Background: an optimization exercise with open tools, aiming at small area and a short achievable clock period. Do not read the settings as production practice. Function was checked by simulation only, so behaviour that the tests miss may differ from the original. Power and IR drop assume default switching activity.

==> flow/flow/run.sh <==
#!/bin/bash
# Standard layout, with the port buffers made of plain buf cells instead of
# the delay buffers buffer_ports picks by default. Every port still gets one.
set -euo pipefail
export BUFFER_PORTS_ARGS="-buffer_cell sky130_fd_sc_hd__buf_1"
bash standard.sh > flow_make.log 2>&1
==> flow/standard.sh <==
#!/bin/bash
# synth_recipe.tcl (not shown) runs the flow's synth.tcl, then flattens the netlist and writes it again
# the make line also repeats each setting of config.mk as NAME=value (left out here)
make -C /OpenROAD-flow-scripts/flow DESIGN_CONFIG=/design/flow/config.mk WORK_HOME=/design/flow/orfs CLKGATE_MAP_FILE= SYNTH_SCRIPT=/design/flow/synth_recipe.tcl "${@:-finish}"
==> flow/config.mk <==
export PLATFORM = sky130hd
export DESIGN_NAME = frame_rx
export DESIGN_NICKNAME = frame_rx
export VERILOG_FILES = /design/flow/design.v
export SDC_FILE = /design/flow/constraint.sdc
export NUM_CORES = 4
export LEC_CHECK = 0
export CAP_MARGIN = 20
export CORE_MARGIN = 2
export CORE_UTILIZATION = 40
export CTS_BUF_LIST = sky130_fd_sc_hd__clkbuf_8
export SETUP_SLACK_MARGIN = 3.3
export SLEW_MARGIN = 20
export TNS_END_PERCENT = 0
==> flow/constraint.sdc <==
create_clock -name core_clock -period 6.0 [get_ports {clk}]
set_input_delay 1.2000 -clock core_clock [delete_from_list [all_inputs] [get_ports {clk}]]
set_output_delay 1.2000 -clock core_clock [all_outputs]
set_load 0.01 [all_outputs]
==> flow/design.v <==
module crc16_tab (
    input  wire [7:0]  x,
    output reg  [15:0] t
);
    integer k;
    always @(*) begin
        t = {x, 8'h00};
        for (k = 0; k < 8; k = k + 1)
            t = t[15] ? ((t << 1) ^ 16'h1021) : (t << 1);
    end
endmodule
module crc16_last (
    input  wire [15:0] c,
    input  wire [15:0] r,
    output wire [7:0]  d_want,
    output wire        c_ok
);
    wire [7:0] y = r[7:0];
    wire [7:0] v = {y[7] ^ y[2], y[6] ^ y[1], y[5] ^ y[0], y[4],
                    y[7] ^ y[3] ^ y[2], y[6] ^ y[2] ^ y[1], y[5] ^ y[1] ^ y[0],
                    y[4] ^ y[0]};
    wire [7:0] k = {y[3], y[2], y[1], y[7] ^ y[2] ^ y[0], y[6] ^ y[1],
                    y[5] ^ y[0], y[4], y[3]};
    assign d_want = c[15:8] ^ v;
    assign c_ok   = (c[7:0] == (r[15:8] ^ k));
endmodule
module dispatch_rom (
    input  wire [7:0] opcode,
    output reg  [3:0] handler,
    output reg  [7:0] resp_op
);
    always @(*) begin
        case (opcode)
            8'h65:   begin handler = 4'd1; resp_op = 8'h66; end
            8'h10:   begin handler = 4'd2; resp_op = 8'h11; end
            8'h22:   begin handler = 4'd3; resp_op = 8'h23; end
            8'h31:   begin handler = 4'd4; resp_op = 8'h32; end
            8'h40:   begin handler = 4'd5; resp_op = 8'h41; end
            8'h50:   begin handler = 4'd6; resp_op = 8'h51; end
            8'h7A:   begin handler = 4'd7; resp_op = 8'h7B; end
            8'h81:   begin handler = 4'd8; resp_op = 8'h82; end
            default: begin handler = 4'd0; resp_op = 8'h00; end
        endcase
    end
endmodule
module dispatch_len (
    input  wire [3:0] handler,
    input  wire [8:0] n,
    output reg        in_range
);
    always @(*) begin
        case (handler)
            4'd1:    in_range = (n == 9'd7);                      
            4'd2:    in_range = (n == 9'd6);                      
            4'd3:    in_range = (n <= 9'd10);                     
            4'd4:    in_range = (n == 9'd8);                      
            4'd5:    in_range = 1'b1;                             
            4'd6:    in_range = (n >= 9'd10) & (n <= 9'd70);      
            4'd7:    in_range = (n >= 9'd14) & (n <= 9'd22);      
            default: in_range = 1'b0;                             
        endcase
    end
endmodule
module frame_rx #(
    parameter MAX_FRAME_LEN = 256
) (
    input  wire        clk,
    input  wire        rst,
    input  wire        start,
    input  wire [1:0]  cfg_fmt,       
    input  wire        cfg_srv,       
    input  wire [15:0] cfg_tmo,       
    input  wire [15:0] cfg_fixlen,    
    input  wire        rx_valid,
    input  wire [7:0]  rx_data,
    output wire        rx_ready,
    input  wire        tick,
    input  wire        fault,
    output wire        awaiting_body,
    output wire        res_valid,
    output wire [3:0]  res_code,
    output wire [3:0]  res_cause,
    output wire [7:0]  res_rxst,
    output wire [15:0] rx_count,
    output wire [15:0] rx_lenfield,
    output wire [15:0] target,
    output wire [15:0] idle_count,
    output wire [15:0] field_rcv,
    output wire [15:0] field_calc,
    output wire [1:0]  dcode,
    output wire [7:0]  handler,
    output wire [7:0]  resp_op,
    output wire [7:0]  req_op,
    output wire        disp_ok,
    output wire [7:0]  disp_handler
);
    localparam CODE_OK        = 4'h0;
    localparam CODE_DEVSTAT   = 4'h1;
    localparam CODE_TIMEOUT   = 4'h2;
    localparam CODE_INTEGRITY = 4'h3;
    localparam CODE_LENREJ    = 4'h4;
    localparam CODE_TFAULT    = 4'h5;
    localparam CODE_CMDERR    = 4'h6;
    localparam CODE_NONE      = 4'hF;
    localparam CAUSE_BAD_OP     = 2'd1;
    localparam CAUSE_BAD_LENGTH = 2'd3;
    localparam DC_NONE    = 2'd0;
    localparam DC_OK      = 2'd1;
    localparam DC_UNKNOWN = 2'd2;
    localparam DC_BADLEN  = 2'd3;
    reg        active;       
    reg        fzb;          
    reg        ffix;         
    reg        dsp;          
    reg [15:0] tmo;          
    reg        tmo_hit;      
    reg        lastb;        
    reg [5:0]  pos;          
    reg [15:0] acc;          
    reg [15:0] frcv;         
    reg [15:0] lf;           
    reg [7:0]  b0;
    reg [3:0]  hnd;          
    reg [7:0]  rsp;          
    reg [7:0]  b5;
    reg        b1z;          
    reg        b1o;          
    reg        done;         
    reg        ge3;          
    reg        rv;
    reg [3:0]  rc;
    reg [1:0]  rcz;
    reg [7:0]  rxst;
    reg [8:0]  cnt;
    reg [8:0]  tgt;
    reg [15:0] idle;
    reg [1:0]  dc;
    reg        dnz;          
    reg        dok;          
    assign rx_ready      = active;
    assign awaiting_body = active & ge3;
    assign res_valid     = rv;
    assign res_code      = rc;
    assign res_cause     = {2'b00, rcz};
    assign res_rxst      = rxst;
    assign rx_count      = {7'd0, cnt};
    assign rx_lenfield   = lf & {16{ge3}};
    assign target        = {7'd0, tgt};
    assign idle_count    = idle;
    assign field_rcv     = frcv & {16{done}};
    assign field_calc    = acc & {16{done}};
    assign dcode         = dc;
    assign handler       = {4'd0, hnd & {4{dc[0]}}};
    assign resp_op       = rsp & {8{dc[0]}};
    assign req_op        = b0 & {8{dnz}};
    assign disp_ok       = dok;
    assign disp_handler  = {4'd0, hnd & {4{dok}}};
    wire [7:0] b = rx_data;
    wire [15:0] crc_cur = pos[0] ? 16'hFFFF : acc;
    wire [15:0] t_idx;
    crc16_tab u_t (.x(crc_cur[15:8] ^ (b & {8{~(pos[3] | pos[4])}})), .t(t_idx));
    wire [15:0] crc_next = {crc_cur[7:0], 8'h00} ^ t_idx;
    wire [7:0] crc_want;
    wire       crc_ok;
    crc16_last u_last (.c(acc), .r(frcv), .d_want(crc_want), .c_ok(crc_ok));
    wire [7:0] want  = fzb ? ~acc[7:0] : crc_want;
    wire       valid = (b == want) & (fzb | crc_ok);
    wire [7:0] status = pos[5] ? b : b5;
    wire       st_ok  = fzb | (status == 8'h00);
    wire [7:0] b1        = lf[15:8];
    wire       b1_zero   = b1z;
    wire       b1_one    = b1o;
    wire       std_ok    = (b1_zero & (b >= 8'd6)) | (b1_one & ~(|b));
    wire       zb_ok     = b1_zero & (|b) & (b <= 8'd252);
    wire       len_bad   = fzb ? ~zb_ok : ~std_ok;
    wire [8:0] std_tgt   = {b1[0], b} & {9{std_ok}};
    wire [8:0] zb_tgt    = ({1'b0, b} + 9'd4) & {9{zb_ok}};
    wire [8:0] len_tgt   = fzb ? zb_tgt : std_tgt;
    wire [3:0] b_hnd;
    wire [7:0] b_rsp;
    dispatch_rom u_rom (.opcode(b0), .handler(b_hnd), .resp_op(b_rsp));
    wire       in_range;
    dispatch_len u_len (.handler(hnd), .n(tgt), .in_range(in_range));
    wire [15:0] idle1  = idle + 16'd1;
    wire [15:0] inc2_flip;
    assign inc2_flip[0] = 1'b0;
    assign inc2_flip[1] = 1'b1;
    genvar gi;
    generate
        for (gi = 2; gi < 16; gi = gi + 1) begin : g_flip
            assign inc2_flip[gi] = &idle[gi-1:1];
        end
    endgenerate
    wire        idle2_hit = ((idle ^ tmo) == inc2_flip);
    wire [15:0] tmo_in = {cfg_tmo[15:1], cfg_tmo[0] | ~(|cfg_tmo[15:1])};
    wire fixlen_bad = (cfg_fixlen < 16'd6) || (cfg_fixlen > MAX_FRAME_LEN);
    wire cmd_op     = (cfg_fmt == 2'd3);
    wire cmd_len    = (cfg_fmt == 2'd2) & fixlen_bad;
    always @(posedge clk) begin
        if (!active) begin
            if (start) begin
                fzb     <= (cfg_fmt == 2'd1);
                ffix    <= (cfg_fmt == 2'd2);
                dsp     <= cfg_srv & (cfg_fmt != 2'd1);
                tmo     <= tmo_in;
                tmo_hit <= ~(|cfg_tmo[15:1]);
                lastb   <= 1'b0;
                pos     <= 6'b000001;
            end
        end else if (!fault) begin
            if (rx_valid) begin
                pos     <= {pos[4:0], 1'b0};
                tmo_hit <= (tmo == 16'd1);
                lastb   <= (cnt + 9'd2 == tgt) & ~pos[2];
            end else if (tick) begin
                tmo_hit <= idle2_hit;
            end
        end
    end
    always @(posedge clk) begin
        if (active && !fault && rx_valid) begin
            if (pos[0]) b0 <= b;
            if (pos[1]) begin
                lf[15:8] <= b;
                b1z <= (b == 8'd0);
                b1o <= (b == 8'd1);
                hnd <= b_hnd;
                rsp <= b_rsp;
            end
            if (pos[2]) lf[7:0]  <= b;
            if (pos[3]) frcv[15:8] <= b;
            if (pos[4]) frcv[7:0]  <= b;
            if (pos[5]) b5 <= b;
            if (lastb && fzb) frcv <= {8'h00, b};
        end
    end
    always @(posedge clk) begin
        if (active && !fault && rx_valid) begin
            if (!fzb)
                acc <= crc_next;
            else if (lastb)
                acc <= {8'h00, ~acc[7:0]};
            else if (pos[3])
                acc <= {8'h00, b};
            else if (ge3)
                acc[7:0] <= acc[7:0] + b;
        end
    end
    always @(posedge clk) begin
        if (rst) begin
            active <= 1'b0;
            done   <= 1'b0;
            ge3    <= 1'b0;
            rv     <= 1'b0;
            rc     <= CODE_NONE;
            rcz    <= 2'd0;
            rxst   <= 8'd0;
            cnt    <= 9'd0;
            tgt    <= 9'd0;
            idle   <= 16'd0;
            dc     <= DC_NONE;
            dnz    <= 1'b0;
            dok    <= 1'b0;
        end else if (!active) begin
            if (start) begin
                if (cmd_op) begin
                    rv   <= 1'b1;
                    rc   <= CODE_CMDERR;
                    rcz  <= CAUSE_BAD_OP;
                    rxst <= 8'd0;
                end else if (cmd_len) begin
                    rv   <= 1'b1;
                    rc   <= CODE_CMDERR;
                    rcz  <= CAUSE_BAD_LENGTH;
                    rxst <= 8'd0;
                end else begin
                    active <= 1'b1;
                    rv     <= 1'b0;
                    done   <= 1'b0;
                    ge3    <= 1'b0;
                    cnt    <= 9'd0;
                    tgt    <= (cfg_fmt == 2'd2) ? cfg_fixlen[8:0] : 9'd0;
                    idle   <= 16'd0;
                    dc     <= DC_NONE;
                    dnz    <= 1'b0;
                    dok    <= 1'b0;
                end
            end
        end else if (fault) begin
            active <= 1'b0;
            rv     <= 1'b1;
            rc     <= CODE_TFAULT;
            rcz    <= 2'd0;
            rxst   <= 8'd0;
        end else if (rx_valid) begin
            cnt  <= cnt + 9'd1;
            idle <= 16'd0;
            if (pos[2]) begin
                ge3 <= 1'b1;
                if (!ffix) begin
                    tgt <= len_tgt;
                    if (len_bad) begin
                        active <= 1'b0;
                        rv     <= 1'b1;
                        rc     <= CODE_LENREJ;
                        rcz    <= 2'd0;
                        rxst   <= 8'd0;
                    end
                end
            end
            if (lastb) begin
                active <= 1'b0;
                done   <= 1'b1;
                rv     <= 1'b1;
                rcz    <= 2'd0;
                if (!valid) begin
                    rc   <= CODE_INTEGRITY;
                    rxst <= 8'd0;
                end else if (st_ok) begin
                    rc   <= CODE_OK;
                    rxst <= 8'd0;
                end else begin
                    rc   <= CODE_DEVSTAT;
                    rxst <= status;
                end
                if (valid && dsp) begin
                    dnz <= 1'b1;
                    dok <= (hnd != 4'd0) & in_range;
                    dc  <= (hnd == 4'd0) ? DC_UNKNOWN : in_range ? DC_OK : DC_BADLEN;
                end
            end
        end else if (tick) begin
            if (tmo_hit) begin
                active <= 1'b0;
                rv     <= 1'b1;
                rc     <= CODE_TIMEOUT;
                rcz    <= 2'd0;
                rxst   <= 8'd0;
            end else begin
                idle <= idle1;
            end
        end
    end
endmodule
==> out/qor.csv, run 1 <==
metric,value,unit
Hold Crit Class,flop to flop,
Slew headroom,27.7,%
Total GRT Usage,20.6,%
DRT iter0 DRCs,658,
CTS Buffer Depth,2,
Post-Syn Area,9470,um^2
WL met3,1.42,mm
Core Area,23300,um^2
clk sink count,160,
Max Clock Skew,0.0209,ns
PwrDens,219,nW/um^2
Initial DRT Pass Iterations,5,
IO Port Bufs,174,
post-route clock period utilization,46.8,%
"Seq/Total Area, Yosys",44.8,%
main flop type after synthesis,edfxtp_1,
dominant cell type by area after synthesis,edfxtp_1,
Die ar.,24900,um^2
fin nets,1209,
I/O pin total,199,
Area contributors post-synth,"edfxtp_1 (33%), dfxtp_1 (12%), xnor2_1 (5.8%), and2_1 (5.3%), xor2_1 (4.4%)",
Max-Cap Viols,0,
highest metal used,met4,
via count,7742,
Startpoint Class,input pin,
Max Fclk,356,MHz
endpoint class of the critical path,flop,
Post-Syn Area per Cell,9.75,um^2
Synthesis Warnings,4,
Mapped Cells,971,
Final min period,2.81,ns
"Slew Viols, Final",0,
Async SR Flop Fraction,0,%
outcome,"complete, no violations",
first-pass GRT wire length,39.5,mm
"Req. time, crit path",6.35,ns
critical path class,input pin to flop,
met1 wire length,12.1,mm
fill count,2255,
worst-margin pin slew,1.08,ns
htree depth,4,
RR Endpoint,rxst[0],
r2r startpoint,acc[7],
CTS tree,done,
count of final setup violators,0,
final hold violation count,0,
Leakage Power,3.99,nW
pin count of the biggest net entering global routing,43,
worst ir drop on vdd,0.139,mV
unrepaired setup endpoints after global routing,yes,
Routed wire per std cell,17.6,um
"CTS clk-pin slew, worst paths",0.10,ns
Layout area overhead,17.8,%
"commonest non-fill, non-tap cell in the layout",buf_1,
R2R depth,9,
layout cell share with drive strength beyond 1,11.6,%
clk latency of the worst-skew pair,0.47,ns
CTS buffer count,17,
met2 WL post-DR,12.2,mm
synth unique cells,77,
Max Fanout on Critical Path,9,
via/cell ratio,5.23,
Post-synth EDFFs,104,
WHS,0.486,ns
HPWL after DPL,18.5,mm
initial antenna violation count,1,
Die Y,158,um
DRC Markers,0,
share of the synthesized area in the top cell type,33.0,%
most frequent cells in the layout,"buf_1 (166), edfxtp_1 (104), nor2_1 (87), and2_1 (80), nand2_1 (71)",
grt ovf,0,
GPL Wtd Cong,0.807,
hold path start,dc[1],
vias in the first global route,6892,
Fin Setup TNS,0,ns
Cell Rows,56,
Critical Path AT,3.16,ns
Die W,158,um
Initial Utilization,40.6,%
fin area,11200,um^2
final antenna-violating net count,0,
Root Driver,clkbuf_8,
Placed Area,10400,um^2
total wire length,26.1,mm
Overall Power,2.44,mW
r2r setup slk,3.36,ns
number of instances on the worst hold path,2,
"Core Util, Final",47.8,%
WHS Endpoint,dc[1],
Seq cells post-synth,160,
-- registers in the layout, summed over array words and instances, names as in the netlist, 4 cells and up --
| signal | count |
|---|---|
| acc | 16 |
| b0 | 8 |
| b5 | 8 |
| cnt | 9 |
| frcv | 16 |
| hnd | 4 |
| idle | 16 |
| lf | 16 |
| pos | 6 |
| rc | 4 |
| rsp | 7 |
| rxst | 8 |
| tgt | 9 |
| tmo | 16 |
-- Yosys cell counts, drive strengths merged (14+ instances only) --
cell type  count
nand2         74
and3          14
nand3         27
o21ai         41
nor2          88
and2          81
inv           25
nor4          20
xnor2         63
edfxtp       104
xor2          48
nor2b         14
a21oi         40
nor3          23
buf           41
clkbuf        34
dfxtp         56
-- stage by stage --
step | setup slack (ns) | instances
after global placement | 2.18 | 1422
final | 3.19 | 1479
after floorplan | 3.18 | 994
after CTS | 3.02 | 1458
after detailed placement | 2.13 | 1422
after global routing | 3.20 | 1478
-- power breakdown --
group | internal (mW) | total [mW] | switching (mW)
clock network | 0.385 | 0.853 | 0.468
registers | 1.21 | 1.25 | 0.0421
logic | 0.132 | 0.336 | 0.204
-- cell families (layout without fill, tap and decap cells) --
logic type                 after synthesis  in the layout  synth area share, %
buffers and inverters                  101            265                 5.26
adders and majority gates               14             14                 1.93
muxes                                   21             21                 2.37
AOI/OAI and AO/OA                      157            158                 10.8
and+or+nand+nor                        398            398                 22.6
DFF                                    160            160                 44.8
xor gates and xnor gates               119            119                 12.2
other                                    1             25               0.0396
-- per-layer routing --
metal	vias to the layer above	global-route usage, %
met2	229	32.5
met4	0	5.32
met3	23	4.11
met5	-	0
li1	3757	-
met1	3733	29.0
-- what timing repair did --
action	in CTS	in global routing
hold buffers	0	0
pin swaps	3	21
resized for setup	16	48
endpoints found under the setup margin	141	124
cloned	0	2
buffers inserted	4	18
-- worst max-delay path, stage by stage --
cell and delay [ns]:
clkbuf_4 0.19, buf_8 0.15, ha_2 0.20, and3_4 0.20, nand3_1 0.13, o21ai_4 0.24
nand3_4 0.14, a32oi_4 0.29, buf_6 0.15, nor2_1 0.03, a211oi_1 0.24
-- worst max-delay path by stage --
stage	from	end	slack (ns)
2_1_floorplan	rx_data[0]	acc[4]	3.18
3_3_place_gp	rx_data[1]	rxst[1]	2.18
3_5_place_dp	rx_data[1]	rxst[6]	2.13
4_1_cts	rx_data[2]	rv	3.02
5_1_grt	rx_data[2]	rxst[2]	3.20
6_report	rx_data[2]	rv	3.19
-- cell type report --
cell class | instances | area, um^2 | area share (%)
multi-input cells | 734 | 5030 | 45.1
inverters | 26 | 109 | 0.976
clock buffers | 17 | 234 | 2.10
flip-flops and latches | 160 | 4250 | 38.1
clock inverters | 15 | 174 | 1.56
diodes | 1 | 2.50 | 0.0224
repair inverters | 1 | 5.00 | 0.0449
repair buffers | 206 | 953 | 8.55
well taps | 319 | 399 | 3.58
==> run 2: changes to the inputs <==
--- a/flow/config.mk
+++ b/flow/config.mk
@@ -9,6 +9,6 @@
 export CORE_MARGIN = 2
 export CORE_UTILIZATION = 40
 export CTS_BUF_LIST = sky130_fd_sc_hd__clkbuf_8
-export SETUP_SLACK_MARGIN = 3.3
+export SETUP_SLACK_MARGIN = 3.6
 export SLEW_MARGIN = 20
 export TNS_END_PERCENT = 0
==> run 2 against run 1 <==
  * Still clean
  * Clock skew down 0.0023 ns
  * Non-clock buffer count up 3
  * Worst setup slack better by 0.071 ns
  * Global-route usage up 0.33 points
  * Flip-flop and latch count unchanged
  * Total power down 0.24%
  * Maximum frequency up 2.6%
  * Sequential share of layout area up 0.057 points
  * Core utilization about the same
  * Via count down 0.49%
  * Count of clock-buffer cells in the layout unchanged
  * Largest power group unchanged
==> out/qor.csv, run 2 <==
metric,value,unit,change
outcome,"complete, no violations",,
Area contributors post-synth,"edfxtp_1 (33%), dfxtp_1 (12%), xnor2_1 (5.8%), and2_1 (5.3%), xor2_1 (4.4%)",,
DRT iter0 DRCs,617,,-6.2%
largest family of logic cells by synthesized area,simple AND/OR/NAND/NOR gates,,
Startpoint Class,input pin,,
Post-Syn Area per Cell,9.75,um^2,unchanged
endpoint class of the critical path,flop,,
fin nets,1210,,+0.083%
xor-xnor portion of the synthesized cell area,12.2,%,unchanged
Slew headroom,27.5,%,-0.14 points
Int Pwr,1.73,mW,about the same
DRC Markers,0,,unchanged
final antenna-violating net count,0,,unchanged
"Slew Viols, Final",0,,unchanged
Synth Area in Simple Gates,22.6,%,unchanged
fin area,11100,um^2,about the same
"CTS clk-pin slew, worst paths",0.10,ns,about the same
Critical Path AT,3.12,ns,-0.04 ns
CTS Buffer Depth,2,,unchanged
Core Area,23300,um^2,unchanged
Comb pwr share,13.8,%,about the same
layout cell share with drive strength beyond 1,11.1,%,-0.44 points
CTS tree,done,,
Placed Area,10400,um^2,unchanged
post-route clock period utilization,45.6,%,-1.2 points
"Seq/Total Area, Yosys",44.8,%,unchanged
Post-synth top cells,"edfxtp_1 (104), nor2_1 (88), and2_1 (80)",,
Die W,158,um,unchanged
most common cell in the netlist,edfxtp_1,,
Cell Rows,56,,unchanged
final hold violation count,0,,unchanged
Fin Setup TNS,0,ns,unchanged
Post-synth EDFFs,104,,unchanged
Layout area overhead,17.7,%,about the same
Hold Crit Class,flop to flop,,
critical path class,input pin to flop,,
# hold bufs at CTS,0,,unchanged
Max Fanout on Critical Path,17,,+8
number of instances on the worst hold path,2,,unchanged
Max Clock Skew,0.0187,ns,-0.00227 ns
Leakage Power,4.01,nW,+0.40%
Mapped Cells,971,,unchanged
Die ar.,24900,um^2,unchanged
main flop type after synthesis,edfxtp_1,,
first-pass GRT wire length,40.2,mm,+1.8%
CTS buffer count,17,,unchanged
Async SR Flop Fraction,0,%,unchanged
share of the synthesized area in the top cell type,33.0,%,unchanged
PwrDens,218,nW/um^2,-0.15%
NetSw,707,uW,-0.84%
Seq cells post-synth,160,,unchanged
IO Port Bufs,174,,unchanged
clk sink count,160,,unchanged
htree depth,4,,unchanged
clk latency of the worst-skew pair,0.46,ns,about the same
total wire length,26.0,mm,-0.20%
Initial Utilization,40.6,%,unchanged
Max Fclk,366,MHz,+2.6%
hold path start,dc[1],,
mux cell area share after synthesis,2.37,%,unchanged
Post-Synth Adder-Cell Area,1.93,%,unchanged
grt ovf,0,,unchanged
Total GRT Usage,21.0,%,+0.33 points
via count,7704,,-0.49%
Root Driver,clkbuf_8,,
worst-margin pin slew,1.09,ns,+0.00206 ns
Sw Ratio,29.1,%,-0.17 points
Clock power frac,34.9,%,about the same
R2R depth,9,,unchanged
pin count of the biggest net entering global routing,43,,unchanged
via/cell ratio,5.21,,-0.56%
compound-gate portion of the synthesized area,10.8,%,unchanged
vias in the first global route,7043,,+2.2%
Initial DRT Pass Iterations,5,,unchanged
r2r startpoint,acc[7],,
"Req. time, crit path",6.38,ns,+0.03 ns
"commonest non-fill, non-tap cell in the layout",buf_1,,
Final min period,2.73,ns,-0.0714 ns
dominant cell type by area after synthesis,edfxtp_1,,
Routed wire per std cell,17.6,um,-0.26%
Overall Power,2.44,mW,-0.24%
I/O pin total,199,,unchanged
initial antenna violation count,1,,unchanged
count of final setup violators,0,,unchanged
Sequential Power Share,51.4,%,about the same
Post-Syn Area,9470,um^2,unchanged
crit path launch,rx_data[6],,
synth unique cells,77,,unchanged
HPWL after DPL,18.5,mm,unchanged
Die Y,158,um,unchanged
most frequent cells in the layout,"buf_1 (166), edfxtp_1 (104), nor2_1 (87), and2_1 (80), nand2_1 (70)",,
unrepaired setup endpoints after global routing,yes,,
GPL Wtd Cong,0.807,,unchanged
worst ir drop on vdd,0.137,mV,-1.5%
Max-Cap Viols,0,,unchanged
Synthesis Warnings,4,,unchanged
==> run 2: power groups by stage <==
stage | clock (mW) | combinational [mW] | sequential (mW)
2_1_floorplan | 0 | 0.239 | 1.26
3_3_place_gp | 0 | 0.305 | 1.28
3_5_place_dp | 0 | 0.308 | 1.28
4_1_cts | 0.862 | 0.333 | 1.25
5_1_grt | 0.909 | 0.368 | 1.26
6_report | 0.849 | 0.335 | 1.25
==> run 2: metal layers <==
| layer | wire [um] | track usage, % | part of all wire (%) |
|---|---|---|---|
| met1 | 12000 | 29.6 | 46 |
| met2 | 12200 | 33.1 | 47 |
| met3 | 1480 | 3.67 | 5.7 |
| met4 | 376 | 5.89 | 1.4 |
| met5 | 0 | 0 | 0 |
==> run 2: logic make-up after synthesis <==
kind of cell | Yosys count
compound gates | 157
simple gates | 398
xor+xnor | 119
other cells | 1
fa+ha+maj | 14
mux | 21
flops | 160
buf+inv | 101
==> run 2: cell type report <==
type                            count  area [um^2]
Fill cell                        2259        12200
Clock inverter                     15          174
Timing Repair Buffer              209          978
Tap cell                          319          399
Clock buffer                       17          234
Inverter                           26          106
Sequential cell                   160         4250
Multi-Input combinational cell    733         5000
Antenna cell                        1         2.50
==> run 2: worst max-delay path, stage by stage <==
cell and delay (ns):
buf_1 0.07, buf_4 0.22, nor4_4 0.43, a311o_1 0.31, nand3_4 0.13, a32oi_4 0.34
buf_4 0.19, nor3_1 0.04, a31oi_1 0.17
==> run 2: path summary, 6_finish.rpt <==
kind              endpoint  slack (ns)
setup / recovery     rc[0]        3.27
setup reg to reg   rxst[0]        3.36
hold / removal       dc[1]        0.49
hold reg to reg      dc[1]        0.49
==> run 2: stage by stage <==
stage | util [%] | std cells | worst slack [ns] | hold slack (ns)
global placement | 44.4 | 1422 | 2.18 | 0.469
CTS | 47.7 | 1479 | 3.35 | 0.489
global route | 47.8 | 1479 | 3.16 | 0.496
finish | 47.8 | 1480 | 3.27 | 0.488
floorplan | - | 994 | 3.18 | 0.475
detailed placement | 44.4 | 1422 | 2.13 | 0.465
==> run 2: what timing repair did <==
action | in CTS | in global routing
resized for setup | 57 | 1
pin swaps | 27 | 0
setup endpoints to repair | 210 | 178
setup buffers | 25 | 0
==> run 3: changes to the inputs <==
--- a/flow/config.mk
+++ b/flow/config.mk
@@ -11,4 +11,4 @@
 export CTS_BUF_LIST = sky130_fd_sc_hd__clkbuf_8
 export SETUP_SLACK_MARGIN = 3.6
 export SLEW_MARGIN = 20
-export TNS_END_PERCENT = 0
+export TNS_END_PERCENT = 5
==> run 3 against run 2 <==
  * Sequential share of layout area decreased by 1.7 points
  * Area after synthesis stayed put
  * Flip-flop and latch count unchanged
  * Sequential power barely moved
  * Design area up 4.7%
  * Worst setup slack worse by 0.014 ns
  * Worst hold slack worse by 0.0083 ns
  * Die area stayed put
  * Critical path depth fell by 1
  * Register-to-register slack gained 0.05 ns
  * Combinational power increased by 11%
  * Critical endpoint is now acc[7]
  * Largest power group unchanged
  * Highest routed layer unchanged
==> out/qor.csv, run 3 <==
metric,value,unit,change
most common cell in the netlist,edfxtp_1,,
total wire length,27.1,mm,+4.0%
Max-Cap Viols,0,,unchanged
Post-synth top cells,"edfxtp_1 (104), nor2_1 (88), and2_1 (80)",,
main flop type after synthesis,edfxtp_1,,
fill count,2229,,-1.3%
Slew headroom,28.5,%,+0.91 points
Post-synth EDFFs,104,,unchanged
Synthesis Warnings,4,,unchanged
"Req. time, crit path",6.21,ns,-0.17 ns
vias in the first global route,7303,,+3.7%
Mapped Cells,971,,unchanged
I/O pin total,199,,unchanged
Critical Path AT,2.96,ns,-0.16 ns
"Seq/Total Area, Yosys",44.8,%,unchanged
final antenna-violating net count,0,,unchanged
Layout area overhead,23.3,%,
IO Port Bufs,174,,unchanged
dominant cell type by area after synthesis,edfxtp_1,,
Core Area,23300,um^2,unchanged
"commonest non-fill, non-tap cell in the layout",buf_1,,
Async SR Flop Fraction,0,%,unchanged
count of final setup violators,0,,unchanged
# hold bufs at CTS,0,,unchanged
worst ir drop on vdd,0.132,mV,-4.0%
endpoint class of the critical path,flop,,
layout cell share with drive strength beyond 1,16.0,%,+4.8 points
worst-margin pin slew,1.07,ns,-0.0137 ns
Initial Utilization,40.6,%,unchanged
clk latency of the worst-skew pair,0.46,ns,about the same
Inserted Diodes,0,,-1
pin count of the biggest net entering global routing,43,,unchanged
clk sink count,160,,unchanged
Startpoint Class,input pin,,
Overall Power,2.42,mW,-0.72%
final hold violation count,0,,unchanged
Leakage Power,4.26,nW,+6.3%
Hold Crit Class,flop to flop,,
Seq cells post-synth,160,,unchanged
via/cell ratio,5.25,,+0.86%
Final min period,2.75,ns,+0.0140 ns
CTS tree,done,,
Post-Syn Area,9470,um^2,unchanged
via count,7954,,+3.2%
initial antenna violation count,0,,-1
hold path start,dc[1],,
Post-Syn Area per Cell,9.75,um^2,unchanged
"CTS clk-pin slew, worst paths",0.10,ns,about the same
Max Clock Skew,0.0236,ns,+0.00491 ns
GPL Wtd Cong,0.841,,+4.2%
most frequent cells in the layout,"buf_1 (163), edfxtp_1 (104), nor2_1 (84), and2_1 (80), nand2_1 (71)",,
DRT iter0 DRCs,715,,+16%
Initial DRT Pass Iterations,7,,+2
Total GRT Usage,20.9,%,-0.12 points
critical path class,input pin to flop,,
Die W,158,um,unchanged
"Slew Viols, Final",0,,unchanged
PwrDens,207,nW/um^2,-5.2%
Fin Setup TNS,0,ns,unchanged
unrepaired setup endpoints after global routing,yes,,
fin nets,1246,,+3.0%
Area contributors post-synth,"edfxtp_1 (33%), dfxtp_1 (12%), xnor2_1 (5.8%), and2_1 (5.3%), xor2_1 (4.4%)",,
grt ovf,0,,unchanged
crit path launch,rx_data[5],,
synth unique cells,77,,unchanged
CTS Buffer Depth,2,,unchanged
Die Y,158,um,unchanged
Root Driver,clkbuf_8,,
share of the synthesized area in the top cell type,33.0,%,unchanged
Routed wire per std cell,17.9,um,+1.6%
r2r startpoint,acc[7],,
HPWL after DPL,18.8,mm,+1.6%
Cell Rows,56,,unchanged
htree depth,4,,unchanged
DRC Markers,0,,unchanged
post-route clock period utilization,45.8,%,+0.23 points
Max Fanout on Critical Path,13,,-4
first-pass GRT wire length,40.2,mm,about the same
Die ar.,24900,um^2,unchanged
Max Fclk,364,MHz,-0.51%
outcome,"complete, no violations",,
CTS buffer count,17,,unchanged
[run 3: layer usage]
layer | wire length (um) | GRT usage (%) | up-vias
met2 | 12800 | 34.2 | 277
li1 | - | - | 3820
met5 | 0 | 0 | -
met3 | 1580 | 3.81 | 30
met4 | 400 | 5.50 | 0
met1 | 12300 | 28.4 | 3827
[run 3: report_power, final]
part	internal [mW]	total (mW)	switching [mW]
Combinational	0.157	0.372	0.216
Clock	0.348	0.794	0.446
Sequential	1.21	1.25	0.0425
Total	1.71	2.42	0.704
[run 3: final timing paths]
check | end | slack, ns | depth (start not counted)
setup / recovery | acc[7] | 3.25 | 8
hold reg to reg | dc[1] | 0.48 | 2
hold / removal | dc[1] | 0.48 | 2
setup reg to reg | dc[1] | 3.41 | 8
[run 3: final cells by class]
type | count | area (um^2) | share of cell area, %
multi-input cells | 734 | 5170 | 44.2
flip-flops and latches | 160 | 4250 | 36.4
repair buffers | 243 | 1360 | 11.6
well taps | 319 | 399 | 3.42
clock buffers | 18 | 248 | 2.12
clock inverters | 14 | 133 | 1.14
inverters | 26 | 115 | 0.986
repair inverters | 1 | 5.00 | 0.0429
[run 3: timing repair]
action | in CTS | in global routing
pin swaps | 13 | 43
endpoints found under the setup margin | 222 | 185
setup buffers | 22 | 36
resized for setup | 51 | 64
gates cloned | 0 | 2
[run 3: per-stage QoR]
stage / instance area, um^2 / utilization, % / hold slack, ns / std cells / setup WS (ns)
6_report: 11700 / 50.0 / 0.480 / 1515 / 3.25
5_1_grt: 11700 / 50.0 / 0.503 / 1515 / 3.22
4_1_cts: 11100 / 47.6 / 0.484 / 1477 / 3.27
3_5_place_dp: 10400 / 44.6 / 0.472 / 1423 / 2.22
3_3_place_gp: 10400 / 44.6 / 0.458 / 1423 / 2.21
2_1_floorplan: 9690 / - / 0.475 / 994 / 3.18
[run 3: cells by family (layout without fill, tap and decap cells)]
group,after synthesis,after routing,synth area share [%]
AO/OA/AOI/OAI,157,158,10.8
XOR/XNOR,119,119,12.2
adder cells (fa/ha/maj),14,14,1.93
buffers and inverters,101,302,5.26
flip-flops,160,160,44.8
multiplexers,21,21,2.37
other,1,24,0.0396
AND/OR/NAND/NOR,398,398,22.6
[run 3: worst max-delay path, stage by stage]
cell and delay, ns:
buf_4 0.19, buf_4 0.18, ha_1 0.33, or3_1 0.37, o211ai_1 0.15, mux2i_1 0.11
o311ai_1 0.29, o22ai_1 0.12
==> run 4: changes to the inputs <==
--- a/flow/config.mk
+++ b/flow/config.mk
@@ -11,4 +11,4 @@
 export CTS_BUF_LIST = sky130_fd_sc_hd__clkbuf_8
 export SETUP_SLACK_MARGIN = 3.6
 export SLEW_MARGIN = 20
-export TNS_END_PERCENT = 5
+export TNS_END_PERCENT = 2
==> run 4 against run 3 <==
  * Core utilization fell by 1.1 points
  * Still clean
  * Flip-flop and latch count did not move
  * Clock power rose by about 10%
  * Sequential share of layout area rose by 0.82 points
  * First-iteration DRC count fell by 16%
  * Area after synthesis did not move
  * Die area did not move
  * Global-route usage rose by 0.14 points
  * Critical path type unchanged
  * Total power rose by 2.4%
==> out/qor.csv, run 4 <==
metric,value,unit,change
outcome,"complete, no violations",,
Post-synth EDFFs,104,,unchanged
Post-Syn Area,9470,um^2,unchanged
DRC Markers,0,,unchanged
main flop type after synthesis,edfxtp_1,,
Seq cells post-synth,160,,unchanged
xor-xnor portion of the synthesized cell area,12.2,%,unchanged
Hold Crit Class,flop to flop,,
fin nets,1223,,-1.8%
DRT iter0 DRCs,604,,-16%
largest family of logic cells by synthesized area,simple AND/OR/NAND/NOR gates,,
final hold violation count,0,,unchanged
"CTS clk-pin slew, worst paths",0.10,ns,about the same
gr busiest metal,met2,,
Overall Power,2.48,mW,+2.4%
synth unique cells,77,,unchanged
Placement Setup Slack,2.11,ns,-0.108 ns
Synth Area in Simple Gates,22.6,%,unchanged
pin count of the biggest net entering global routing,43,,unchanged
critical path class,input pin to flop,,
unrepaired setup endpoints after global routing,yes,,
met3 Track Usage GR,3.89,%,+0.082 points
via/cell ratio,5.25,,about the same
Total GRT Usage,21.0,%,+0.14 points
endpoint class of the critical path,flop,,
CTS tree,done,,
Placed Area,10400,um^2,-0.49%
Critical Path AT,2.86,ns,-0.10 ns
grt ovf,0,,unchanged
Initial DRT Pass Iterations,5,,-2
Cell Rows,56,,unchanged
Max-Cap Viols,0,,unchanged
final antenna-violating net count,0,,unchanged
CTS Buffer Depth,2,,unchanged
Max Fanout on Critical Path,7,,-6
Max Fclk,380,MHz,+4.5%
Startpoint Class,input pin,,
via count,7829,,-1.6%
CP max stage cell,ha_4,,
crit path launch,rx_data[2],,
Inserted Diodes,0,,unchanged
share of the synthesized area in the top cell type,33.0,%,unchanged
Root Driver,clkbuf_8,,
fin area,11400,um^2,-2.2%
Initial Utilization,40.6,%,unchanged
Max Clock Skew,0.0138,ns,-0.00977 ns
"Seq/Total Area, Yosys",44.8,%,unchanged
worst-margin pin slew,1.02,ns,-0.0527 ns
Area contributors post-synth,"edfxtp_1 (33%), dfxtp_1 (12%), xnor2_1 (5.8%), and2_1 (5.3%), xor2_1 (4.4%)",,
r2r startpoint,acc[0],,
Layout area overhead,20.5,%,
GPL Wtd Cong,0.806,,-4.1%
cell mode on critical path,buf_6,,
"Cell Chain, Critical Path",buf_1 > buf_6 > buf_6 > ha_4 > nor2b_4 > o21ai_1 > a21boi_1 > nor3_1 > a211o_1 > a31o_2,,
Slew headroom,32.0,%,+3.5 points
CTS buffer count,17,,unchanged
mux cell area share after synthesis,2.37,%,unchanged
post-route clock period utilization,43.8,%,-2.0 points
most frequent cells in the layout,"buf_1 (166), edfxtp_1 (104), nor2_1 (85), and2_1 (80), nand2_1 (70)",,
total wire length,26.4,mm,-2.4%
vias in the first global route,7106,,-2.7%
met1 GRT Util,29.6,%,+1.2 points
clk latency of the worst-skew pair,0.47,ns,about the same
htree depth,4,,unchanged
first-pass GRT wire length,40.0,mm,-0.46%
met2 GRT Util,33.5,%,-0.72 points
Leakage Power,4.09,nW,-3.9%
# hold bufs at CTS,0,,unchanged
Die W,158,um,unchanged
clk sink count,160,,unchanged
Mapped Cells,971,,unchanged
Post-Synth Adder-Cell Area,1.93,%,unchanged
initial antenna violation count,0,,unchanged
Synthesis Warnings,4,,unchanged
I/O pin total,199,,unchanged
Die ar.,24900,um^2,unchanged
"Slew Viols, Final",0,,unchanged
Routed wire per std cell,17.7,um,-0.88%
Final min period,2.63,ns,-0.118 ns
"Req. time, crit path",6.23,ns,+0.02 ns
dominant cell type by area after synthesis,edfxtp_1,,
fill count,2246,,+0.76%
PwrDens,217,nW/um^2,+4.7%
most common cell in the netlist,edfxtp_1,,
slowest cell delay on critical path,0.30,ns,-0.07 ns
Die Y,158,um,unchanged
worst ir drop on vdd,0.114,mV,-13%
layout cell share with drive strength beyond 1,13.5,%,-2.5 points
HPWL after DPL,18.4,mm,-2.1%
Core Area,23300,um^2,unchanged
Post-Syn Area per Cell,9.75,um^2,unchanged
compound-gate portion of the synthesized area,10.8,%,unchanged
hold path start,rcz[1],,
"commonest non-fill, non-tap cell in the layout",buf_1,,
"Core Util, Final",48.9,%,-1.1 points
count of final setup violators,0,,unchanged
Final WS setup,3.37,ns,+0.118 ns
Async SR Flop Fraction,0,%,unchanged
Post-synth top cells,"edfxtp_1 (104), nor2_1 (88), and2_1 (80)",,
Fin Setup TNS,0,ns,unchanged
IO Port Bufs,174,,unchanged
-- run 4: cell counts after synthesis --
Identical to the previous run, type by type.
-- run 4: area by class of cell --
class                           instances  area, um^2  share of cell area (%)
Timing Repair inverter                  1        5.00                  0.0438
Clock buffer                           17         234                    2.05
Timing Repair Buffer                  221        1110                    9.73
Sequential cell                       160        4250                    37.2
Tap cell                              319         399                    3.50
Clock inverter                         15         190                    1.67
Inverter                               26         106                   0.932
Multi-Input combinational cell        733        5120                    44.8
-- run 4: kinds of logic after synthesis --
family	count (synthesis)
compound gates	157
xor+xnor	119
fa+ha+maj	14
buf+inv	101
flops	160
mux	21
other cells	1
simple gates	398
-- run 4: final timing paths --
kind	to	slack, ns	cells after the start
max	acc[4]	3.37	10
min	rcz[1]	0.46	2
max reg2reg	dc[1]	3.53	8
min reg2reg	rcz[1]	0.46	2
-- run 4: routing by layer --
metal | wire [um] | vias up
met3 | 1420 | 29
met4 | 353 | 0
met5 | 0 | -
li1 | - | 3778
met2 | 12500 | 226
met1 | 12100 | 3796
-- run 4: power by group --
group | internal (mW) | switching [mW]
Sequential | 1.21 | 0.0400
Combinational | 0.142 | 0.210
Clock | 0.392 | 0.482
Total | 1.74 | 0.731
-- run 4: repair_timing --
item,4_1_cts,5_1_grt
endpoints found under the setup margin,209,180
buffers inserted,29,8
pin swaps,34,6
gates cloned,1,0
gates resized for setup,78,9
-- run 4: critical path, delay by kind of cell --
family / cells / cell delay (ns)
AO/OA/AOI/OAI: 4 / 0.77
buffers and inverters: 3 / 0.35
adder cells (fa/ha/maj): 1 / 0.30
AND/OR/NAND/NOR: 2 / 0.22
-- run 4: stage by stage --
stage	hold slack, ns	instances
floorplan	0.475	994
global placement	0.441	1422
detailed placement	0.449	1422
CTS	0.463	1484
global route	0.480	1492
finish	0.464	1492
==> run 5: changes to the inputs <==
--- a/flow/config.mk
+++ b/flow/config.mk
@@ -7,7 +7,7 @@
 export LEC_CHECK = 0
 export CAP_MARGIN = 20
 export CORE_MARGIN = 2
-export CORE_UTILIZATION = 40
+export CORE_UTILIZATION = 50
 export CTS_BUF_LIST = sky130_fd_sc_hd__clkbuf_8
 export SETUP_SLACK_MARGIN = 3.6
 export SLEW_MARGIN = 20
==> run 5 against run 4 <==
  * Combinational power rose by 2%
  * Final cell count fell by 5.1%
  * Via count up 0.63%
  * Sequential share of layout area up 0.20 points
  * Flip-flop and latch count is the same
  * Area after synthesis did not move
  * Count of clock-buffer cells in the layout stayed put
  * Highest routed layer unchanged
  * Worst setup slack worse by 0.021 ns
  * Worst hold slack gained 0.0094 ns
==> out/qor.csv, run 5 <==
metric,value,unit,change
Initial Utilization,50.8,%,+10 points
Layout area overhead,19.9,%,
Core Area,18600,um^2,-20%
Stages on worst setup path,11,,+1
layout cell share with drive strength beyond 1,13.7,%,+0.24 points
outcome,"complete, no violations",,
GPL Wtd Cong,0.831,,+3.0%
first-pass GRT wire length,40.1,mm,+0.33%
Hold Crit Class,flop to flop,,
DRC Markers,0,,unchanged
worst-margin pin slew,1.03,ns,+0.00507 ns
Placement Setup Slack,2.38,ns,+0.270 ns
share of the synthesized area in the top cell type,33.0,%,unchanged
IO Port Bufs,174,,unchanged
Area contributors post-synth,"edfxtp_1 (33%), dfxtp_1 (12%), xnor2_1 (5.8%), and2_1 (5.3%), xor2_1 (4.4%)",,
cell mode on critical path,buf_6,,
pin count of the biggest net entering global routing,43,,unchanged
vias in the first global route,7299,,+2.7%
grt ovf,0,,unchanged
Non-Filler Instances,1416,,-5.1%
worst ir drop on vdd,0.163,mV,+43%
"commonest non-fill, non-tap cell in the layout",buf_1,,
DRT iter0 DRCs,625,,+3.5%
Post-synth EDFFs,104,,unchanged
via count,7878,,+0.63%
Max Clock Skew,0.0145,ns,+0.000655 ns
Post-Syn Area,9470,um^2,unchanged
Final min period,2.65,ns,+0.0206 ns
Root Driver,clkbuf_8,,
"Seq/Total Area, Yosys",44.8,%,unchanged
most frequent cells in the layout,"buf_1 (167), edfxtp_1 (104), nor2_1 (87), and2_1 (80), nand2_1 (71)",,
# hold bufs at CTS,0,,unchanged
Async SR Flop Fraction,0,%,unchanged
CTS Buffer Depth,2,,unchanged
Mapped Cells,971,,unchanged
r2r setup slk,3.37,ns,-0.16 ns
endpoint class of the critical path,flop,,
Die W,142,um,-10%
Synthesis Warnings,4,,unchanged
Max Fanout on Critical Path,4,,-3
"Slew Viols, Final",0,,unchanged
Startpoint Class,input pin,,
Final WS setup,3.35,ns,-0.0206 ns
Post-Syn Area per Cell,9.75,um^2,unchanged
HPWL after DPL,17.7,mm,-3.9%
"Req. time, crit path",6.22,ns,about the same
R2R depth,8,,unchanged
clk sink count,160,,unchanged
unrepaired setup endpoints after global routing,yes,,
total wire length,26.0,mm,-1.8%
CTS buffer count,17,,unchanged
critical path's top delay family,compound AO/OA/AOI/OAI gates,,
slowest cell delay on critical path,0.39,ns,+0.09 ns
CP max stage cell,fa_2,,
dominant cell type by area after synthesis,edfxtp_1,,
count of final setup violators,0,,unchanged
Initial DRT Pass Iterations,5,,unchanged
final antenna-violating net count,0,,unchanged
Routed wire per std cell,18.3,um,+3.5%
number of instances on the worst hold path,1,,-1
post-route clock period utilization,44.2,%,+0.34 points
Slew headroom,31.6,%,-0.34 points
PwrDens,212,nW/um^2,-2.1%
placed cell count,1338,,-5.9%
Die ar.,20100,um^2,-20%
I/O pin total,199,,unchanged
final hold violation count,0,,unchanged
WP buf/inv,4,,+1
Die Y,142,um,-10%
most common cell in the netlist,edfxtp_1,,
CTS tree,done,,
initial antenna violation count,0,,unchanged
via/cell ratio,5.56,,+6.0%
Cell Rows,50,,-11%
synth unique cells,77,,unchanged
Max-Cap Viols,0,,unchanged
htree depth,4,,unchanged
WHS,0.473,ns,+0.00935 ns
critical path class,input pin to flop,,
Critical Path AT,2.87,ns,about the same
Seq cells post-synth,160,,unchanged
clk latency of the worst-skew pair,0.47,ns,about the same
"Cell Chain, Critical Path",buf_1 > buf_6 > buf_6 > inv_2 > fa_2 > nor2b_1 > o21ai_1 > a21boi_1 > nor3_1 > a211o_1 > a31o_2,,
Inserted Diodes,0,,unchanged
Max Fclk,377,MHz,-0.78%
Total GRT Usage,25.7,%,+4.7 points
Fin Setup TNS,0,ns,unchanged
"CTS clk-pin slew, worst paths",0.09,ns,about the same
fin nets,1232,,+0.74%
Leakage Power,4.10,nW,+0.21%
Post-synth top cells,"edfxtp_1 (104), nor2_1 (88), and2_1 (80)",,
main flop type after synthesis,edfxtp_1,,
run 5: metrics by stage:
step / util (%) / power [mW] / cell area (um^2)
5_1_grt: 60.9 / 2.51 / 11400
2_1_floorplan: - / 1.50 / 9640
6_report: 60.9 / 2.41 / 11400
4_1_cts: 60.6 / 2.41 / 11300
3_5_place_dp: 55.0 / 1.58 / 10300
3_3_place_gp: 55.0 / 1.58 / 10300
run 5: worst paths after layout:
kind	start	to
min reg2reg	rc[3]	rc[3]
max reg2reg	acc[0]	dc[1]
min	rc[3]	rc[3]
max	rx_data[1]	acc[4]
run 5: per-layer routing:
layer	track usage, %	wire length [um]
met5	0	0
met4	7.74	420
met3	4.15	1310
met2	40.9	12100
met1	36.5	12100
run 5: timing repair:
item / in CTS / in global routing
endpoints found under the setup margin: 199 / 175
resized for setup: 72 / 11
pin swaps: 31 / 9
gates cloned: 1 / 1
buffers inserted: 44 / 0
run 5: cell families (layout without fill, tap and decap cells):
group | after synthesis | count (layout) | share of synthesized area, %
adder cells (fa/ha/maj) | 14 | 14 | 1.93
flip-flops | 160 | 160 | 44.8
buffers and inverters | 101 | 288 | 5.26
AND/OR/NAND/NOR | 398 | 398 | 22.6
XOR/XNOR | 119 | 119 | 12.2
multiplexers | 21 | 21 | 2.37
other | 1 | 24 | 0.0396
AO/OA/AOI/OAI | 157 | 158 | 10.8
run 5: layout make-up:
cell class              instances  area (um^2)
flip-flops and latches        160         4250
well taps                     234          293
clock inverters                15          156
inverters                      26          109
repair inverters                1         5.00
multi-input cells             734         5130
fillers                      1702         7290
repair buffers                229         1170
clock buffers                  17          234
run 5: power by group:
| group | switching (mW) | internal (mW) |
|---|---|---|
| clock network | 0.459 | 0.342 |
| registers | 0.0415 | 1.21 |
| logic | 0.212 | 0.147 |
| total | 0.713 | 1.70 |
==> run 6: changes to the inputs <==
--- a/flow/config.mk
+++ b/flow/config.mk
@@ -7,8 +7,8 @@
 export LEC_CHECK = 0
 export CAP_MARGIN = 20
 export CORE_MARGIN = 2
-export CORE_UTILIZATION = 50
+export CORE_UTILIZATION = 40
 export CTS_BUF_LIST = sky130_fd_sc_hd__clkbuf_8
-export SETUP_SLACK_MARGIN = 3.6
+export SETUP_SLACK_MARGIN = 3.8
 export SLEW_MARGIN = 20
 export TNS_END_PERCENT = 2
==> run 6 against run 5 <==
  * Flip-flop and latch count did not move
  * Sequential power about the same
  * Final cell count increased by 6.8%
  * Maximum frequency decreased by 3.6%
  * Combinational power grew 3%
  * Via count increased by 1.1%
  * Critical endpoint is now acc[7]
  * Largest power group unchanged
  * Critical path depth shrank 3
  * Total power rose by 0.15%
  * Global-route usage shrank 4.9 points
  * Die area increased by 24%
  * Sequential share of layout area shrank 0.82 points
==> out/qor.csv, run 6 <==
metric,value,unit,change
CTS Buffer Depth,2,,unchanged
Int Pwr,1.71,mW,+0.79%
I/O pin total,199,,unchanged
via count,7963,,+1.1%
synth unique cells,77,,unchanged
Initial DRT Pass Iterations,7,,+2
most frequent cells in the layout,"buf_1 (164), edfxtp_1 (104), nor2_1 (86), and2_1 (80), nand2_1 (71)",,
Post-synth EDFFs,104,,unchanged
clk latency of the worst-skew pair,0.46,ns,about the same
clk sink count,160,,unchanged
Leakage Power,4.24,nW,+3.2%
Max Clock Skew,0.0255,ns,+0.0110 ns
count of final setup violators,0,,unchanged
critical path class,input pin to flop,,
initial antenna violation count,0,,unchanged
Critical Path AT,2.96,ns,+0.09 ns
Startpoint Class,input pin,,
Synthesis Warnings,4,,unchanged
DRC Markers,0,,unchanged
"Req. time, crit path",6.21,ns,about the same
Seq cells post-synth,160,,unchanged
"CTS clk-pin slew, worst paths",0.11,ns,+0.02 ns
Slew headroom,28.7,%,-2.9 points
dominant cell type by area after synthesis,edfxtp_1,,
fin nets,1243,,+0.89%
Routed wire per std cell,17.9,um,-2.5%
IO Port Bufs,174,,unchanged
post-route clock period utilization,45.8,%,+1.7 points
htree depth,4,,unchanged
NetSw,703,uW,-1.4%
most common cell in the netlist,edfxtp_1,,
# hold bufs at CTS,0,,unchanged
Root Driver,clkbuf_8,,
Core Area,23300,um^2,+25%
Sequential Power Share,51.8,%,about the same
Die ar.,24900,um^2,+24%
CTS buffer count,17,,unchanged
Post-synth top cells,"edfxtp_1 (104), nor2_1 (88), and2_1 (80)",,
Hold Crit Class,flop to flop,,
final hold violation count,0,,unchanged
PwrDens,208,nW/um^2,-2.1%
total wire length,27.0,mm,+4.2%
grt ovf,0,,unchanged
"Seq/Total Area, Yosys",44.8,%,unchanged
CTS tree,done,,
Max Fclk,364,MHz,-3.6%
Total GRT Usage,20.8,%,-4.9 points
GPL Wtd Cong,0.841,,+1.3%
vias in the first global route,7280,,-0.26%
Post-Syn Area per Cell,9.75,um^2,unchanged
worst-margin pin slew,1.07,ns,+0.0442 ns
WHS,0.480,ns,+0.00708 ns
layout cell share with drive strength beyond 1,15.3,%,+1.6 points
Area contributors post-synth,"edfxtp_1 (33%), dfxtp_1 (12%), xnor2_1 (5.8%), and2_1 (5.3%), xor2_1 (4.4%)",,
HPWL after DPL,18.8,mm,+6.3%
Initial Utilization,40.6,%,-10 points
Async SR Flop Fraction,0,%,unchanged
"commonest non-fill, non-tap cell in the layout",buf_1,,
Inserted Diodes,0,,unchanged
Clock power frac,32.8,%,-0.4 points
via/cell ratio,5.27,,-5.3%
final antenna-violating net count,0,,unchanged
Mapped Cells,971,,unchanged
Post-Syn Area,9470,um^2,unchanged
Die Y,158,um,+11%
DRT iter0 DRCs,604,,-3.4%
outcome,"complete, no violations",,
main flop type after synthesis,edfxtp_1,,
Max-Cap Viols,0,,unchanged
Final min period,2.75,ns,+0.0998 ns
Fin Setup TNS,0,ns,unchanged
Die W,158,um,+11%
"Core Util, Final",49.8,%,-11 points
Comb pwr share,15.3,%,+0.4 points
Cell Rows,56,,+12%
Sw Ratio,29.1,%,-0.45 points
Layout area overhead,22.6,%,
endpoint class of the critical path,flop,,
worst ir drop on vdd,0.130,mV,-20%
Max Fanout on Critical Path,13,,+9
pin count of the biggest net entering global routing,43,,unchanged
first-pass GRT wire length,40.1,mm,-0.12%
share of the synthesized area in the top cell type,33.0,%,unchanged
unrepaired setup endpoints after global routing,yes,,
"Slew Viols, Final",0,,unchanged
## run 6: cell types whose count changed in the layout (fill, tap and decap cells not counted), moves of 2 or more
cell,change
o21ai_1,-3
inv_6,+3
buf_1,-3
ha_1,+3
inv_4,+2
o21ai_0,+2
buf_8,+5
nor3_1,-2
ha_4,-3
clkinv_2,+2
nor2b_2,+2
inv_8,-2
buf_4,+10
nor2b_1,-3
## run 6: cell type report
class	count	area, um^2
repair buffers	240	1310
well taps	319	399
fillers	2233	11700
repair inverters	1	5.00
clock inverters	14	133
inverters	26	114
flip-flops and latches	160	4250
multi-input cells	734	5150
clock buffers	18	248
## run 6: cells by family after synthesis
group | synth area share (%)
AO/OA/AOI/OAI | 10.8
XOR/XNOR | 12.2
adder cells (fa/ha/maj) | 1.93
buffers and inverters | 5.26
flip-flops | 44.8
multiplexers | 2.37
other | 0.0396
AND/OR/NAND/NOR | 22.6
## run 6: path summary, 6_finish.rpt
path,from,end,slack (ns),depth (start not counted)
min reg2reg,dc[1],dc[1],0.48,2
max,rx_data[5],acc[7],3.25,8
min,dc[1],dc[1],0.48,2
max reg2reg,acc[7],dc[1],3.42,8
## run 6: metal layers
layer	GRT usage, %	vias up	wire length (um)
li1	-	3808	-
met2	34.1	277	12700
met4	5.50	0	460
met3	3.81	34	1590
met1	28.4	3844	12300
met5	0	-	0
## run 6: worst max-delay path: stages
cell	delay [ns]
buf_4	0.19
buf_4	0.18
ha_1	0.33
or3_1	0.37
o211ai_1	0.15
mux2i_1	0.11
o311ai_1	0.29
o22ai_1	0.12
## run 6: through the flow
| step | instances | instance area (um^2) | worst slack, ns | total power, mW |
|---|---|---|---|---|
| floorplan | 994 | 9690 | 3.18 | 1.50 |
| global placement | 1423 | 10400 | 2.21 | 1.59 |
| detailed placement | 1423 | 10400 | 2.22 | 1.59 |
| CTS | 1475 | 11100 | 3.27 | 2.39 |
| global route | 1512 | 11600 | 3.22 | 2.51 |
| finish | 1512 | 11600 | 3.25 | 2.41 |
## run 6: repair_timing
action	in CTS	in global routing
setup buffers	20	35
endpoints found under the setup margin	275	251
resized for setup	46	58
pin swaps	12	37
cloned	0	2
## run 6: power by group through the flow
stage	logic [mW]	registers [mW]	clock network, mW
floorplan	0.241	1.26	0
global placement	0.308	1.28	0
detailed placement	0.311	1.28	0
CTS	0.331	1.25	0.805
global route	0.403	1.26	0.846
finish	0.370	1.25	0.793
==> run 7: changes to the inputs <==
--- a/flow/config.mk
+++ b/flow/config.mk
@@ -9,6 +9,6 @@
 export CORE_MARGIN = 2
 export CORE_UTILIZATION = 40
 export CTS_BUF_LIST = sky130_fd_sc_hd__clkbuf_8
-export SETUP_SLACK_MARGIN = 3.8
+export SETUP_SLACK_MARGIN = 3.45
 export SLEW_MARGIN = 20
 export TNS_END_PERCENT = 2
==> run 7 against run 6 <==
  * Count of clock-buffer cells in the layout decreased by 1
  * Still clean on timing, DRC and antenna
  * Core utilization decreased by 0.73 points
  * Maximum frequency increased by 2.1%
  * Routed wire length decreased by 1.1%
  * Largest power group unchanged
  * Synthesized cell count unchanged
  * Via count decreased by 1.4%
  * Non-clock buffer count decreased by 12
  * Critical path type unchanged
  * Final cell count decreased by 0.73%
==> out/qor.csv, run 7 <==
metric,value,unit,change
Final min period,2.69,ns,-0.0565 ns
Initial DRT Pass Iterations,5,,-2
Post-Syn Area per Cell,9.75,um^2,unchanged
Synthesis Warnings,4,,unchanged
Die Y,158,um,unchanged
Max Fanout on Critical Path,4,,-9
GPL Wtd Cong,0.807,,-4.1%
final hold violation count,0,,unchanged
IO Port Bufs,174,,unchanged
r2r startpoint,acc[0],,
HPWL after DPL,18.5,mm,-1.6%
Routed wire per std cell,17.8,um,-0.41%
grt ovf,0,,unchanged
Max Clock Skew,0.0193,ns,-0.00622 ns
Fin Setup TNS,0,ns,unchanged
Die W,158,um,unchanged
most frequent cells in the layout,"buf_1 (164), edfxtp_1 (104), nor2_1 (87), and2_1 (80), nand2_1 (69)",,
placed cell count,1422,,-0.070%
Max Fclk,371,MHz,+2.1%
fin nets,1231,,-0.97%
clk latency of the worst-skew pair,0.46,ns,about the same
Final WS setup,3.31,ns,+0.0565 ns
post-route clock period utilization,44.9,%,-0.94 points
WHS Endpoint,rcz[1],,
outcome,"complete, no violations",,
worst-margin pin slew,1.05,ns,-0.0197 ns
Max-Cap Viols,0,,unchanged
total wire length,26.7,mm,-1.1%
vias in the first global route,7146,,-1.8%
Initial Utilization,40.6,%,unchanged
first-pass GRT wire length,40.5,mm,+1.1%
Post-synth top cells,"edfxtp_1 (104), nor2_1 (88), and2_1 (80)",,
number of instances on the worst hold path,2,,unchanged
endpoint class of the critical path,flop,,
layout cell share with drive strength beyond 1,13.6,%,-1.7 points
Die ar.,24900,um^2,unchanged
Post-synth EDFFs,104,,unchanged
"commonest non-fill, non-tap cell in the layout",buf_1,,
Slew headroom,30.0,%,+1.3 points
count of final setup violators,0,,unchanged
Async SR Flop Fraction,0,%,unchanged
CP max stage cell,fa_2,,
synth unique cells,77,,unchanged
fill count,2229,,-0.18%
clk sink count,160,,unchanged
htree depth,4,,unchanged
initial antenna violation count,1,,+1
share of the synthesized area in the top cell type,33.0,%,unchanged
Mapped Cells,971,,unchanged
"Core Util, Final",49.0,%,-0.73 points
critical path class,input pin to flop,,
R2R depth,9,,+1
CTS tree,done,,
Placement Setup Slack,2.13,ns,-0.0869 ns
Placed Area,10400,um^2,-0.49%
"CTS clk-pin slew, worst paths",0.09,ns,-0.02 ns
Non-Filler Instances,1501,,-0.73%
final antenna-violating net count,0,,unchanged
# hold bufs at CTS,0,,unchanged
via count,7848,,-1.4%
"Seq/Total Area, Yosys",44.8,%,unchanged
"Cell Chain, Critical Path",buf_6 > buf_8 > ha_4 > inv_2 > fa_2 > nor2b_1 > o21ai_1 > a21boi_1 > nor3_1 > a211o_1 > a31o_2,,
"Req. time, crit path",6.21,ns,about the same
worst ir drop on vdd,0.137,mV,+5.3%
Critical Path AT,2.90,ns,-0.06 ns
main flop type after synthesis,edfxtp_1,,
Overall Power,2.46,mW,+1.7%
CTS Buffer Depth,2,,unchanged
via/cell ratio,5.23,,-0.72%
Post-Syn Area,9470,um^2,unchanged
CTS buffer count,17,,unchanged
unrepaired setup endpoints after global routing,yes,,
Area contributors post-synth,"edfxtp_1 (33%), dfxtp_1 (12%), xnor2_1 (5.8%), and2_1 (5.3%), xor2_1 (4.4%)",,
DRT iter0 DRCs,620,,+2.6%
Leakage Power,4.14,nW,-2.3%
Startpoint Class,input pin,,
PwrDens,215,nW/um^2,+3.3%
RR Endpoint,rxst[3],,
I/O pin total,199,,unchanged
dominant cell type by area after synthesis,edfxtp_1,,
fin area,11400,um^2,-1.5%
DRC Markers,0,,unchanged
"Slew Viols, Final",0,,unchanged
Core Area,23300,um^2,unchanged
Layout area overhead,20.8,%,
Cell Rows,56,,unchanged
most common cell in the netlist,edfxtp_1,,
Root Driver,clkbuf_8,,
r2r setup slk,3.40,ns,-0.02 ns
Total GRT Usage,21.1,%,+0.30 points
Hold Crit Class,flop to flop,,
WHS,0.485,ns,+0.00518 ns
pin count of the biggest net entering global routing,43,,unchanged
hold path start,rcz[1],,
Seq cells post-synth,160,,unchanged
slowest cell delay on critical path,0.34,ns,-0.03 ns
## run 7: cells by family after synthesis
logic type	Yosys count	share of synthesized area, %
flops	160	44.8
other cells	1	0.0396
fa+ha+maj	14	1.93
xor+xnor	119	12.2
simple gates	398	22.6
buf+inv	101	5.26
mux	21	2.37
compound gates	157	10.8
## run 7: where the power goes
group | internal [mW] | switching (mW)
registers | 1.21 | 0.0415
logic | 0.146 | 0.210
clock network | 0.386 | 0.465
total | 1.74 | 0.716
## run 7: layer usage
layer / vias up / share of wire, % / routed length (um) / track usage, %
met3: 31 / 5.7 / 1520 / 3.61
met2: 232 / 47 / 12500 / 33.5
met5: - / 0 / 0 / 0
li1: 3806 / - / - / -
met1: 3779 / 46 / 12300 / 29.6
met4: 0 / 1.7 / 457 / 6.10
## run 7: cell type report
cell class	count	area, um^2	share of cell area [%]
antenna	1	2.50	0.0219
clock buffer	17	234	2.05
clock inverter	15	174	1.52
inverter	26	106	0.930
multi-input combinational	734	5060	44.3
sequential	160	4250	37.2
tap	319	399	3.49
timing repair buffer	228	1200	10.5
timing repair inverter	1	5.00	0.0438
## run 7: how the worst max path moves through the flow
stage / slack, ns / end / cells past startpoint / from
6_report: 3.31 / acc[4] / 11 / rx_data[0]
5_1_grt: 3.21 / acc[4] / 11 / rx_data[0]
4_1_cts: 3.35 / acc[4] / 11 / rx_data[0]
3_5_place_dp: 2.13 / rxst[6] / 8 / rx_data[1]
3_3_place_gp: 2.18 / rxst[1] / 8 / rx_data[1]
2_1_floorplan: 3.18 / acc[4] / 9 / rx_data[0]
## run 7: critical path: cells and delay by family
family	cells	cell delay (ns)
simple gates	2	0.21
buf+inv	3	0.25
compound gates	4	0.76
fa+ha+maj	2	0.47
## run 7: what timing repair did
action / in CTS / in global routing
buffers inserted: 35 / 8
setup endpoints to repair: 169 / 108
cloned: 0 / 3
resized for setup: 72 / 19
pin swaps: 28 / 5

==> re-timing with driven ports <==
Ports are ideal in the flow. The routed layouts listed here were re-timed in OpenROAD.
Step 1 (the two cells are an assumption about what drives the block):
set clk [get_ports {clk}]
set_driving_cell -lib_cell sky130_fd_sc_hd__clkbuf_16 $clk
set_driving_cell -lib_cell sky130_fd_sc_hd__buf_2 [delete_from_list [all_inputs] $clk]
Step 2 also shifts input and output timing later by t, the mid clock arrival at the registers, as if the neighbouring blocks saw the same clock.
a / b / c = ideal ports / drivers / drivers and shift; a / b = the first two.
run	t, ns	setup WS [ns]	worst data-port slew with drivers (ns)
run 1	0.499	3.194 / 3.215 / 2.716	0.08
run 2	0.496	3.266 / 3.288 / 2.792	0.08
run 3	0.494	3.252 / 3.272 / 2.778	0.07
run 4	0.506	3.370 / 3.368 / 2.862	0.07
run 5	0.497	3.349 / 3.355 / 2.867	0.05
run 6	0.494	3.249 / 3.272 / 2.778	0.07
run 7	0.494	3.306 / 3.309 / 2.815	0.08
After both steps setup and hold are still met in every run listed. For run 4, which loses most, drivers alone change the setup slack by -0.002 ns; drivers and shift together by -0.508 ns.
